What follows belongs to an exercise in optimizing a design on an open flow for small area; a production flow would make more cautious choices. At most, simulation tests tie the RTL to the original design; equivalence was not proved. Power and IR drop assume default switching activity.

==> inputs of v12 <==
Design ldsdk_pll, start of the top module:
module ldsdk_pll #(
    parameter integer P_TICKS   = 240000,
    parameter integer REF_POINT = 1000,
    parameter integer TC        = 10,
    parameter integer K_CLIP    = 2,
    parameter integer G_LEAD    = 3,
    parameter integer G_CLIP    = 1,
    parameter integer G_INT     = 24,
    parameter integer SCALE     = 5,
    parameter integer TRIM_BITS = 10
) (
    input  wire                 clk,
    input  wire                 rst,
    input  wire                 in_valid,
    output wire                 in_ready,
    input  wire [15:0]          in_fn,
    input  wire [31:0]          in_t,
    input  wire                 in_wait_sync,
    input  wire                 in_sf_valid,
    input  wire [15:0]          in_sf_frame,
    output reg                  done,
    output reg                  start,
    output wire [TRIM_BITS-1:0] trim_out,
    output wire                 sat,
    output wire [31:0]          phase,
    output wire [31:0]          err,
    output reg  [15:0]          last_fn,
    output wire [31:0]          last_fts,
    output reg                  fault
);
    function [5:0] inc6(input [5:0] x);
        integer i;
        reg c;
        begin
            c = 1'b1;
            for (i = 0; i < 6; i = i + 1) begin
                inc6[i] = x[i] ^ c;
                c = c & x[i];
            end
        end
    endfunction
    function ge_c(input [31:0] x, input [31:0] c, input integer n);
        integer i;
        reg r;
        begin
            r = 1'b1;
            for (i = 0; i < 32; i = i + 1)
                if (i < n) r = (x[i] & ~c[i]) | (~(x[i] ^ c[i]) & r);
            ge_c = r;
        end
    endfunction
    function [31:0] add_n(input [31:0] a, input [31:0] b, input cin, input integer n);
        integer i;
        reg c;
        begin
            c = cin;
            add_n = 32'd0;
            for (i = 0; i < 32; i = i + 1)
                if (i < n) begin
                    add_n[i] = a[i] ^ b[i] ^ c;
  ...
Settings: LEC_CHECK=0, ABC_AREA=1, CAP_MARGIN=20, CORE_MARGIN=2, CORE_UTILIZATION=70, SLEW_MARGIN=20; clock period 70.0 ns.
standard.sh (not shown) runs the stock make flow with config.mk's settings and CLKGATE_MAP_FILE= SYNTH_SCRIPT=/design/flow/synth_recipe.tcl, a recipe that flattens the netlist after the stock synthesis.
==> flow/flow/run.sh <==
#!/bin/bash
# Layout flow: the standard ORFS flow (standard.sh) with three changes:
#  - synthesis maps the logic with an area-oriented ABC script
#    (flow/abc_area.script in a copy of the ORFS scripts; registers untouched)
#  - the port buffers are the smallest buffer cell
#  - the clock tree is built from small clock buffers, without dummy loads
# The tool output goes to make_finish.log and to ORFS's own logs under orfs/logs.
set -euo pipefail
rm -rf scripts_abc
cp -r "$FLOW_HOME/scripts" scripts_abc
cp flow/abc_area.script scripts_abc/abc_area.script
export SCRIPTS_DIR="$PWD/scripts_abc"
export BUFFER_PORTS_ARGS="-buffer_cell sky130_fd_sc_hd__buf_1"
export CTS_ARGS="-sink_clustering_enable -repair_clock_nets -buf_list sky130_fd_sc_hd__clkbuf_4 -sink_clustering_size 12 -sink_clustering_max_diameter 40 -dont_use_dummy_load"
bash standard.sh finish > make_finish.log 2>&1
==> flow/flow/abc_area.script <==
&get -n
&deepsyn -T 60
&dch -f
&nf -a
&put
topo
dnsize
==> inputs of v2, as changes to v12 <==
Settings changed: CORE_UTILIZATION 70 to 40.
==> notes.md <==
- v12 finished with timing, DRC and antenna clean. v2 completed with no timing, DRC or antenna violations.
- Against v2, the clock power of v12 is smaller by 8.4%.
- Between v12 and v2, the lower via count is in v2 (gap 2.5%, measured against v2).
- In sequential cell count, v2 and v12 do not differ.
- In v12 the total power is smaller than in v2, by 2.5%.
- In sequential power, v2 and v12 hardly differ.
- Between v12 and v2, the lower global-route usage is in v2 (gap 11 points).
- Combinational power is about the same in v12 and v2.
- Core utilization: v2 is lower than v12 (33 points).
- Against v12, the wire length of v2 is larger by 4.8%.

==> 10-01 <==
ldsdk_pll, a different RTL version from the one above (not shown whole).
==> flow/config.mk <==
export PLATFORM = sky130hd
export DESIGN_NAME = ldsdk_pll
export DESIGN_NICKNAME = ldsdk_pll
export VERILOG_FILES = /design/flow/design.v
export SDC_FILE = /design/flow/constraint.sdc
export NUM_CORES = 4
export LEC_CHECK = 0
export ABC_AREA = 1
export CAP_MARGIN = 20
export CORE_MARGIN = 2
export CORE_UTILIZATION = 40
export SLEW_MARGIN = 20
==> flow/constraint.sdc <==
create_clock -name core_clock -period 70.0 [get_ports {clk}]
set_input_delay 14.0000 -clock core_clock [delete_from_list [all_inputs] [get_ports {clk}]]
set_output_delay 14.0000 -clock core_clock [all_outputs]
set_load 0.01 [all_outputs]
==> flow/flow/run.sh <==
#!/bin/bash
# Standard layout, with the port buffers made from the smallest buffer cell and
# a clock tree of smaller buffers.
set -euo pipefail
export BUFFER_PORTS_ARGS="-buffer_cell sky130_fd_sc_hd__buf_1"
export CTS_ARGS="-sink_clustering_enable -repair_clock_nets -buf_list sky130_fd_sc_hd__clkbuf_8 -sink_clustering_size 16 -sink_clustering_max_diameter 50 -dont_use_dummy_load"
bash standard.sh finish > make_finish.log 2>&1
==> inputs of 04-22, as changes to 10-01 <==
--- a/flow/design.v
+++ b/flow/design.v
@@ -334,17 +334,17 @@
     wire e_lo  = err_r[25] & ~((&err_r[24:9]) & (|err_r[8:0]));           
     wire e_hi  = ~err_r[25] & ((|err_r[24:10]) | (err_r[9] & (|err_r[8:0])));  
     wire [31:0] neg_e = add_n({22'd0, ~err_r[9:0]}, 32'd0, 1'b1, 10);
     assign trim_out = e_lo ? 10'h1ff : e_hi ? 10'h200 : neg_e[9:0];
     assign sat      = e_lo | e_hi;
     reg  [10:0] ph_hi;       
-    reg  [6:0]  ph_lo;       
-    wire [17:0] ph = {ph_hi, ph_lo};
-    reg  [22:0] lpr;         
+    reg         pz;          
+    wire [17:0] ph;
+    reg  [21:0] lpr;         
     reg  [31:0] intr;        
-    reg  [27:0] er;          
+    reg  [25:0] er;
     reg         zf;          
     reg         ovf;
     wire rdy = (st == S_RDY) && (k == 6'd0);
     assign in_ready = ~in_valid | fault | rdy;
     wire accept = in_valid & in_ready & ~rst;
     reg  [24:0] trev;
@@ -360,34 +360,33 @@
     wire        d0_last = (k == 6'd24);
     wire        d0_d   = t_ge40 & t_lt104;
     wire [11:0] d0_c   = d0_q ? (d0_last ? (d0_d ? 12'd2813 : 12'd2812) : 12'd1875)
                               : (d0_last ? (d0_d ? 12'd938 : 12'd937) : 12'd0);
     wire [31:0] d0_z   = add_n({20'd0, d0_y}, {20'd0, ~d0_c}, 1'b1, 12);
     wire [31:0] d_lo   = add_n({25'd0, t0}, 32'd24, 1'b0, 7);
+    assign ph = {ph_hi, d_lo[6:0]};
     wire k_ge18 = ge_c({27'd0, k5}, 32'd18, 5);
-    wire k_ge23 = ge_c({27'd0, k5}, 32'd23, 5);
-    wire ph_k   = k_ge18 ? ph[17] : ph[k5];
-    wire lp_src = k_ge23 ? lpr[22] : lpr[0];
-    wire LP_k   = ~zf & lp_src;
+    wire k_ge22 = ge_c({27'd0, k5}, 32'd22, 5);
+    wire ph_k   = (st == S_PA) & (k_ge18 ? ph[17] : ph[k5]);
+    wire LP_k   = ~zf & lpr[0];
     wire INT_k  = ~zf & intr[0];
     wire k0     = (k5 == 5'd0);
     wire k_ge3  = ge_c({27'd0, k5}, 32'd3, 5);
     reg  cl, ci;                                 
     wire cl_in  = ~k0 & cl;
     wire ci_in  = ~k0 & ci;
-    wire k_ge22 = ge_c({27'd0, k5}, 32'd22, 5);
-    wire lp_k   = (st == S_PB && k_ge22) ? sl : LP_k ^ ph_k ^ cl_in;
+    wire lp_k   = k_ge22 ? lpr[21] : LP_k ^ ph_k ^ cl_in;
     wire lp_c   = (LP_k & ph_k) | (cl_in & (LP_k ^ ph_k));
     wire it_k   = INT_k ^ ph_k ^ ci_in;
     wire it_c   = (INT_k & ph_k) | (ci_in & (INT_k ^ ph_k));
     reg  [1:0] h3, m3t;
     reg  [2:0] h5;
     reg        lp0, sl, si, inz;
     wire k31 = (k5 == 5'd31);
-    wire       phz   = (ph == 18'd0);
-    wire       phn   = ph[17];
+    wire       phz   = (ph_hi == 11'd0) & pz;
+    wire       phn   = ph_hi[10];
     wire [1:0] clp   = phz ? 2'd0 : phn ? 2'd2 : 2'd1;
     wire [3:0] c5    = f_c5(h5, lp0, sl);
     wire [2:0] n3    = f_n3(h3, h5, lp0, sl);
     wire [4:0] c3    = f_c3(m3t, inz, si, clp);
     reg  [2:0] m5s;
     reg        ss;
@@ -405,14 +404,14 @@
     wire y_c   = (lp_k & c5_k) | (cy_in & (lp_k ^ c5_k));
     reg  cw;                                          
     wire jc0   = (k == 6'd31);
     wire n5_k  = (k == 6'd31) ? n5[0] : (k == 6'd32) ? n5[1] :
                  (k == 6'd33) ? n5[2] : n5[3];
     wire cw_in = ~jc0 & cw;
-    wire w_k   = er[0] ^ n5_k ^ cw_in;
-    wire w_c   = (er[0] & n5_k) | (cw_in & (er[0] ^ n5_k));
+    wire w_k   = er[24] ^ n5_k ^ cw_in;
+    wire w_c   = (er[24] & n5_k) | (cw_in & (er[24] ^ n5_k));
     reg  q1, q2, b5;
     wire d5_start = in_c ? jc0 : k1;
     wire d5_x  = in_c ? w_k : y_k;
     wire q2_in = ~d5_start & q2;
     wire q1_in = ~d5_start & q1;
     wire b5_in = ~d5_start & b5;
@@ -438,19 +437,22 @@
     wire z_k    = t_k ^ n3_k ^ cz2_in;
     wire z_c    = (t_k & n3_k) | (cz2_in & (t_k ^ n3_k));
     wire s1_in  = ~k3 & s1;
     wire b3_in  = ~k3 & b3;
     wire s_k    = z_k ^ s1_in ^ b3_in;
     wire s_b    = (~z_k & (s1_in | b3_in)) | (s1_in & b3_in);
+    wire k_ge7   = ge_c({27'd0, k5}, 32'd7, 5);
+    wire pa_hold = (st == S_PA) & ~in_valid & ~k_ge7;
+    wire pa_run  = (st == S_PA) & ~pa_hold;
     wire gate = in_wait_sync & (~in_sf_valid | (in_sf_frame == in_fn));
-    wire        fts_bor = ge_c({25'd0, ph_lo}, 32'd24, 7);
+    wire        fts_bor = ge_c({25'd0, d_lo[6:0]}, 32'd24, 7);
     wire [31:0] fts_new = add_n({7'd0, in_t[31:7]}, {7'd0, ~{{14{ph_hi[10]}}, ph_hi}},
                                 ~fts_bor, 25);
-    wire e_wr_s = (st == S_PB) && ~in_c && k_ge3;
+    wire e_wr_s = (st == S_PB) && ~in_c && k_ge3 && ~ge_c({26'd0, k}, 32'd29, 6);
     always @(posedge clk) begin
-        er <= {e_wr_s ? s_k : in_c ? d5_q : er[0], er[27:1]};
+        er <= {e_wr_s ? s_k : er[0], er[25], in_c ? d5_q : er[24], er[23:1]};
         if (rst) begin
             st      <= S_IDLE;
             k       <= 6'd0;
             zf      <= 1'b1;
             done    <= 1'b0;
             start   <= 1'b0;
@@ -465,13 +467,13 @@
             start <= accept & ~fault & ~ovf & gate;
             if (accept && !fault) begin
                 phase_r <= ph;
                 if (ovf) begin
                     fault <= 1'b1;
                 end else begin
-                    err_r   <= er[25:0];
+                    err_r   <= {er[23:0], er[25:24]};
                     last_fn <= in_fn;
                     fts_r   <= fts_new[24:0];
                     fts_f   <= 1'b1;
                 end
             end
             case (st)
@@ -486,22 +488,20 @@
                 if (!in_valid) begin
                     st <= S_IDLE;
                 end else begin
                     ph_hi <= d0_z[10:0];
                     k     <= inc6(k);
                     if (d0_last) begin
-                        ph_lo <= d_lo[6:0];
+                        pz    <= (d_lo[6:0] == 7'd0);
                         k     <= 6'd0;
                         st    <= S_PA;
                     end
                 end
             end
-            S_PA: begin
+            S_PA: if (pa_run) begin
                 k  <= inc6(k);
-                cl <= lp_c;
-                ci <= it_c;
                 if (k0) begin
                     h3  <= 2'd0;
                     h5  <= 3'd0;
                     lp0 <= lp_k;
                     m3t <= 2'd0;
                 end else begin
@@ -512,60 +512,62 @@
                 else if (~k_ge3) inz <= inz | it_k;
                 if (k_ge3) m3t <= acc3(m3t, it_k);
                 if (k31) begin
                     sl  <= lp_k;
                     si  <= it_k;
                     ovf <= ci_in ^ it_c;
+                    zf  <= 1'b0;
                     k   <= 6'd0;
                     st  <= S_PB;
                 end
             end
             S_PB: begin
                 k <= inc6(k);
-                if (!in_c) begin
-                    cl  <= lp_c;
-                    ci  <= it_c;
-                    cy  <= y_c;
-                    lpd <= lp_k;
-                    end
-                q2 <= q1_in;
-                q1 <= d5_q;
-                b5 <= d5_b;
-                if (!in_c && k_ge1) bl <= lpn_b;
-                ld1 <= lead;
-                ld2 <= ld1;
                 if (!in_c && k_ge3) begin
-                    cv  <= v_c;
-                    cz1 <= t_c;
-                    cz2 <= z_c;
-                    s1  <= s_k;
-                    b3  <= s_b;
                     m5s <= acc5(k3 ? 3'd0 : m5s, s_k);
                     if (k5 == 5'd30) ss <= s_k;
                 end
-                if (in_c) cw <= w_c;
-                if (k == 6'd31) zf <= 1'b0;
-                if (k == 6'd58) begin
+                if (k == 6'd56) begin
                     st <= S_RDY;
                     k  <= 6'd0;
                 end
             end
             S_RDY: begin
-                k <= (k == 6'd27) ? 6'd0 : inc6(k);
+                k <= (k == 6'd25) ? 6'd0 : inc6(k);
             end
             default: st <= S_IDLE;
             endcase
             if (accept) st <= S_IDLE;
         end
     end
-    wire ring_run = (st == S_PA) || (st == S_PB && k_lo32);
-    wire lp_run   = ring_run && ~k_ge23;
+    always @(posedge clk) begin
+        if (~pa_hold) begin
+            cl <= lp_c;
+            ci <= it_c;
+        end
+        cy  <= y_c;
+        lpd <= lp_k;
+        q2  <= q1_in;
+        q1  <= d5_q;
+        b5  <= d5_b;
+        bl  <= lpn_b;
+        ld1 <= lead;
+        ld2 <= ld1;
+        cv  <= v_c;
+        cz1 <= t_c;
+        cz2 <= z_c;
+        s1  <= s_k;
+        b3  <= s_b;
+        cw  <= w_c;
+    end
+    wire ring_run = pa_run || (st == S_PB && k_lo32);
+    wire lp_run   = ring_run && ~k_ge22;
     wire pb       = (st == S_PB);
     always @(posedge clk) begin
         if (ring_run)
-            intr <= {pb ? it_k : intr[0], intr[31:1]};
+            intr <= {it_k, intr[31:1]};
         if (lp_run)
-            lpr <= {(pb && k5 == 5'd22) ? lpn : lpr[0],
-                    (pb && k_ge1) ? lpn : lpr[22],
-                    lpr[21:1]};
+            lpr <= {pb ? lpr[0] : lp_k, (pb && k_ge1) ? lpn : lpr[21], lpr[20:1]};
+        else if (pb && k == 6'd22)
+            lpr[21] <= lpn;
     end
 endmodule
==> flow/flow/run.sh (replaced) <==
#!/bin/bash
# Layout flow: the standard ORFS flow (standard.sh) with three changes:
#  - synthesis maps the logic with an area-oriented ABC script
#    (flow/abc_area.script in a copy of the ORFS scripts; registers untouched)
#  - the port buffers are the smallest buffer cell
#  - the clock tree is built from small clock buffers, without dummy loads
# The tool output goes to make_finish.log and to ORFS's own logs under orfs/logs.
set -euo pipefail
rm -rf scripts_abc
cp -r "$FLOW_HOME/scripts" scripts_abc
cp flow/abc_area.script scripts_abc/abc_area.script
export SCRIPTS_DIR="$PWD/scripts_abc"
export BUFFER_PORTS_ARGS="-buffer_cell sky130_fd_sc_hd__buf_1"
export CTS_ARGS="-sink_clustering_enable -repair_clock_nets -buf_list sky130_fd_sc_hd__clkbuf_4 -sink_clustering_size 10 -sink_clustering_max_diameter 40 -dont_use_dummy_load"
bash standard.sh finish > make_finish.log 2>&1
==> flow/flow/abc_area.script (new file) <==
&get -n
&deepsyn -T 60
&dch -f
&nf -a
&put
topo
dnsize
--- a/flow/config.mk
+++ b/flow/config.mk
@@ -5,8 +5,8 @@
 export SDC_FILE = /design/flow/constraint.sdc
 export NUM_CORES = 4
 export LEC_CHECK = 0
 export ABC_AREA = 1
 export CAP_MARGIN = 20
 export CORE_MARGIN = 2
-export CORE_UTILIZATION = 40
+export CORE_UTILIZATION = 70
 export SLEW_MARGIN = 20
==> inputs of 06-05, as changes to 10-01 <==
--- a/flow/design.v
+++ b/flow/design.v
@@ -336,15 +336,15 @@
     wire [31:0] neg_e = add_n({22'd0, ~err_r[9:0]}, 32'd0, 1'b1, 10);
     assign trim_out = e_lo ? 10'h1ff : e_hi ? 10'h200 : neg_e[9:0];
     assign sat      = e_lo | e_hi;
     reg  [10:0] ph_hi;       
     reg  [6:0]  ph_lo;       
     wire [17:0] ph = {ph_hi, ph_lo};
-    reg  [22:0] lpr;         
+    reg  [21:0] lpr;         
     reg  [31:0] intr;        
-    reg  [27:0] er;          
+    reg  [25:0] er;
     reg         zf;          
     reg         ovf;
     wire rdy = (st == S_RDY) && (k == 6'd0);
     assign in_ready = ~in_valid | fault | rdy;
     wire accept = in_valid & in_ready & ~rst;
     reg  [24:0] trev;
@@ -361,23 +361,22 @@
     wire        d0_d   = t_ge40 & t_lt104;
     wire [11:0] d0_c   = d0_q ? (d0_last ? (d0_d ? 12'd2813 : 12'd2812) : 12'd1875)
                               : (d0_last ? (d0_d ? 12'd938 : 12'd937) : 12'd0);
     wire [31:0] d0_z   = add_n({20'd0, d0_y}, {20'd0, ~d0_c}, 1'b1, 12);
     wire [31:0] d_lo   = add_n({25'd0, t0}, 32'd24, 1'b0, 7);
     wire k_ge18 = ge_c({27'd0, k5}, 32'd18, 5);
-    wire k_ge23 = ge_c({27'd0, k5}, 32'd23, 5);
+    wire k_ge22 = ge_c({27'd0, k5}, 32'd22, 5);
     wire ph_k   = k_ge18 ? ph[17] : ph[k5];
-    wire lp_src = k_ge23 ? lpr[22] : lpr[0];
+    wire lp_src = k_ge22 ? lpr[21] : lpr[0];
     wire LP_k   = ~zf & lp_src;
     wire INT_k  = ~zf & intr[0];
     wire k0     = (k5 == 5'd0);
     wire k_ge3  = ge_c({27'd0, k5}, 32'd3, 5);
     reg  cl, ci;                                 
     wire cl_in  = ~k0 & cl;
     wire ci_in  = ~k0 & ci;
-    wire k_ge22 = ge_c({27'd0, k5}, 32'd22, 5);
     wire lp_k   = (st == S_PB && k_ge22) ? sl : LP_k ^ ph_k ^ cl_in;
     wire lp_c   = (LP_k & ph_k) | (cl_in & (LP_k ^ ph_k));
     wire it_k   = INT_k ^ ph_k ^ ci_in;
     wire it_c   = (INT_k & ph_k) | (ci_in & (INT_k ^ ph_k));
     reg  [1:0] h3, m3t;
     reg  [2:0] h5;
@@ -405,14 +404,14 @@
     wire y_c   = (lp_k & c5_k) | (cy_in & (lp_k ^ c5_k));
     reg  cw;                                          
     wire jc0   = (k == 6'd31);
     wire n5_k  = (k == 6'd31) ? n5[0] : (k == 6'd32) ? n5[1] :
                  (k == 6'd33) ? n5[2] : n5[3];
     wire cw_in = ~jc0 & cw;
-    wire w_k   = er[0] ^ n5_k ^ cw_in;
-    wire w_c   = (er[0] & n5_k) | (cw_in & (er[0] ^ n5_k));
+    wire w_k   = er[24] ^ n5_k ^ cw_in;
+    wire w_c   = (er[24] & n5_k) | (cw_in & (er[24] ^ n5_k));
     reg  q1, q2, b5;
     wire d5_start = in_c ? jc0 : k1;
     wire d5_x  = in_c ? w_k : y_k;
     wire q2_in = ~d5_start & q2;
     wire q1_in = ~d5_start & q1;
     wire b5_in = ~d5_start & b5;
@@ -442,15 +441,15 @@
     wire s_k    = z_k ^ s1_in ^ b3_in;
     wire s_b    = (~z_k & (s1_in | b3_in)) | (s1_in & b3_in);
     wire gate = in_wait_sync & (~in_sf_valid | (in_sf_frame == in_fn));
     wire        fts_bor = ge_c({25'd0, ph_lo}, 32'd24, 7);
     wire [31:0] fts_new = add_n({7'd0, in_t[31:7]}, {7'd0, ~{{14{ph_hi[10]}}, ph_hi}},
                                 ~fts_bor, 25);
-    wire e_wr_s = (st == S_PB) && ~in_c && k_ge3;
+    wire e_wr_s = (st == S_PB) && ~in_c && k_ge3 && ~ge_c({26'd0, k}, 32'd29, 6);
     always @(posedge clk) begin
-        er <= {e_wr_s ? s_k : in_c ? d5_q : er[0], er[27:1]};
+        er <= {e_wr_s ? s_k : er[0], er[25], in_c ? d5_q : er[24], er[23:1]};
         if (rst) begin
             st      <= S_IDLE;
             k       <= 6'd0;
             zf      <= 1'b1;
             done    <= 1'b0;
             start   <= 1'b0;
@@ -465,13 +464,13 @@
             start <= accept & ~fault & ~ovf & gate;
             if (accept && !fault) begin
                 phase_r <= ph;
                 if (ovf) begin
                     fault <= 1'b1;
                 end else begin
-                    err_r   <= er[25:0];
+                    err_r   <= {er[23:0], er[25:24]};
                     last_fn <= in_fn;
                     fts_r   <= fts_new[24:0];
                     fts_f   <= 1'b1;
                 end
             end
             case (st)
@@ -494,14 +493,12 @@
                         st    <= S_PA;
                     end
                 end
             end
             S_PA: begin
                 k  <= inc6(k);
-                cl <= lp_c;
-                ci <= it_c;
                 if (k0) begin
                     h3  <= 2'd0;
                     h5  <= 3'd0;
                     lp0 <= lp_k;
                     m3t <= 2'd0;
                 end else begin
@@ -518,54 +515,54 @@
                     k   <= 6'd0;
                     st  <= S_PB;
                 end
             end
             S_PB: begin
                 k <= inc6(k);
-                if (!in_c) begin
-                    cl  <= lp_c;
-                    ci  <= it_c;
-                    cy  <= y_c;
-                    lpd <= lp_k;
-                    end
-                q2 <= q1_in;
-                q1 <= d5_q;
-                b5 <= d5_b;
-                if (!in_c && k_ge1) bl <= lpn_b;
-                ld1 <= lead;
-                ld2 <= ld1;
                 if (!in_c && k_ge3) begin
-                    cv  <= v_c;
-                    cz1 <= t_c;
-                    cz2 <= z_c;
-                    s1  <= s_k;
-                    b3  <= s_b;
                     m5s <= acc5(k3 ? 3'd0 : m5s, s_k);
                     if (k5 == 5'd30) ss <= s_k;
                 end
-                if (in_c) cw <= w_c;
                 if (k == 6'd31) zf <= 1'b0;
-                if (k == 6'd58) begin
+                if (k == 6'd56) begin
                     st <= S_RDY;
                     k  <= 6'd0;
                 end
             end
             S_RDY: begin
-                k <= (k == 6'd27) ? 6'd0 : inc6(k);
+                k <= (k == 6'd25) ? 6'd0 : inc6(k);
             end
             default: st <= S_IDLE;
             endcase
             if (accept) st <= S_IDLE;
         end
     end
+    always @(posedge clk) begin
+        cl  <= lp_c;
+        ci  <= it_c;
+        cy  <= y_c;
+        lpd <= lp_k;
+        q2  <= q1_in;
+        q1  <= d5_q;
+        b5  <= d5_b;
+        bl  <= lpn_b;
+        ld1 <= lead;
+        ld2 <= ld1;
+        cv  <= v_c;
+        cz1 <= t_c;
+        cz2 <= z_c;
+        s1  <= s_k;
+        b3  <= s_b;
+        cw  <= w_c;
+    end
     wire ring_run = (st == S_PA) || (st == S_PB && k_lo32);
-    wire lp_run   = ring_run && ~k_ge23;
+    wire lp_run   = ring_run && ~k_ge22;
     wire pb       = (st == S_PB);
     always @(posedge clk) begin
         if (ring_run)
             intr <= {pb ? it_k : intr[0], intr[31:1]};
         if (lp_run)
-            lpr <= {(pb && k5 == 5'd22) ? lpn : lpr[0],
-                    (pb && k_ge1) ? lpn : lpr[22],
-                    lpr[21:1]};
+            lpr <= {lpr[0], (pb && k_ge1) ? lpn : lpr[21], lpr[20:1]};
+        else if (pb && k == 6'd22)
+            lpr[21] <= lpn;
     end
 endmodule
==> flow/flow/run.sh (replaced) <==
#!/bin/bash
# Layout flow: the standard ORFS flow (standard.sh) with three changes:
#  - synthesis maps the logic with an area-oriented ABC script
#    (flow/abc_area.script in a copy of the ORFS scripts; registers untouched)
#  - the port buffers are the smallest buffer cell
#  - the clock tree is built from small clock buffers, without dummy loads
# The tool output goes to make_finish.log and to ORFS's own logs under orfs/logs.
set -euo pipefail
rm -rf scripts_abc
cp -r "$FLOW_HOME/scripts" scripts_abc
cp flow/abc_area.script scripts_abc/abc_area.script
export SCRIPTS_DIR="$PWD/scripts_abc"
export BUFFER_PORTS_ARGS="-buffer_cell sky130_fd_sc_hd__buf_1"
export CTS_ARGS="-sink_clustering_enable -repair_clock_nets -buf_list {sky130_fd_sc_hd__clkbuf_2 sky130_fd_sc_hd__clkbuf_4} -sink_clustering_size 8 -sink_clustering_max_diameter 35 -dont_use_dummy_load"
bash standard.sh finish > make_finish.log 2>&1
==> flow/flow/abc_area.script (new file) <==
&get -n
&deepsyn -T 60
&dch -f
&nf -a
&put
topo
dnsize
==> notes <==
The lowest clock power belongs to 04-22, the highest to 10-01.
Final cell count: 10-01 > 06-05 > 04-22.
Die area: 04-22 is smaller than 10-01 (about 50%).
Global-route usage: 10-01 < 06-05 < 04-22.
Clock-buffer cell count: 06-05 > 10-01 > 04-22.
Sequential power, highest first: 10-01, 06-05, 04-22.
In 10-01 the fmax is lower than in 04-22, by about 1.7%.
In 10-01 the final area is higher than in 04-22, by about 14%.
==> figures <==
| item | 04-22 | 06-05 | 10-01 |
|---|---|---|---|
| Status | timing/DRC/antenna clean | timing/DRC/antenna clean | timing/DRC/antenna clean |
| Maximum single-stage delay on the critical path | 0.14 ns | 0.14 ns | 0.27 ns |
| Relative area change from synthesis to final layout | 10.7% | 13.4% | 11.2% |
| Total net switching power | 0.0567 mW | 0.0626 mW | 0.115 mW |
| Critical path's slowest cell | sky130_fd_sc_hd__buf_1 | sky130_fd_sc_hd__buf_1 | sky130_fd_sc_hd__nor2_1 |
| Area share of the largest cell type after synthesis | 28.0% | 28.2% | 27.8% |
| Proportion of synthesized chip area in sequential cells | 53.6% | 54.7% | 50.5% |
| Clock power frac | 25.0% | 29.1% | 24.0% |
| PwrDens | 20.4 nW/um^2 | 21.5 nW/um^2 | 27.9 nW/um^2 |
| Clock buf count | 28 | 42 | 31 |
| Cell count along the critical path | 3 | 3 | 5 |
| Number of cells on the worst reg-to-reg path | 26 | 28 | 28 |
| Layout non-clock buf frac | 7.12% | 6.88% | 6.17% |
| Cell type contributing the most total cell area after synthesis | sky130_fd_sc_hd__dfxtp_1 | sky130_fd_sc_hd__dfxtp_1 | sky130_fd_sc_hd__edfxtp_1 |
| Area enclosed by the die boundary | 15100 um^2 | 26200 um^2 | 29400 um^2 |
| CTS Root Cell | sky130_fd_sc_hd__clkbuf_4 | sky130_fd_sc_hd__clkbuf_4 | sky130_fd_sc_hd__clkbuf_8 |
| End-of-flow core utilization | 78.9% | 46.3% | 45.0% |
| Detailed Route Iter0 Violations | 781 | 416 | 661 |
Only the layout flow was run in 10-01; the RTL was not checked for function there.

[re-timing with driven ports]
No port has a modelled driver above. Below, the same layouts with a new extraction and two added sets of constraints.
Step 1 (the two cells are an assumption about what drives the block):
set clk [get_ports {clk}]
set_driving_cell -lib_cell sky130_fd_sc_hd__clkbuf_16 $clk
set_driving_cell -lib_cell sky130_fd_sc_hd__buf_2 [delete_from_list [all_inputs] $clk]
Step 2 adds t to the input delays and takes it off the output delays; t is the mean of the earliest and latest rising clock arrival at the registers after step 1. Input paths then give back, and output paths get back, about the clock's delay inside the block.
Three values: ideal, step 1, step 2; two values: the first two.
run | shift t [ns] | slack for setup (ns) | worst setup path at the end
v12 | 0.658 | 41.658 / 41.628 / 41.628 | input to output
v2 | 0.711 | 41.609 / 41.585 / 41.585 | input to output
10-01 | 0.592 | 41.179 / 41.144 / 41.144 | input to output
04-22 | 0.655 | 41.670 / 41.647 / 41.647 | input to output
06-05 | 0.655 | 41.654 / 41.632 / 41.632 | input to output
After both steps every run listed still meets setup and hold. For 10-01, which loses most, drivers alone change the setup slack by -0.035 ns; drivers and shift together by -0.035 ns.
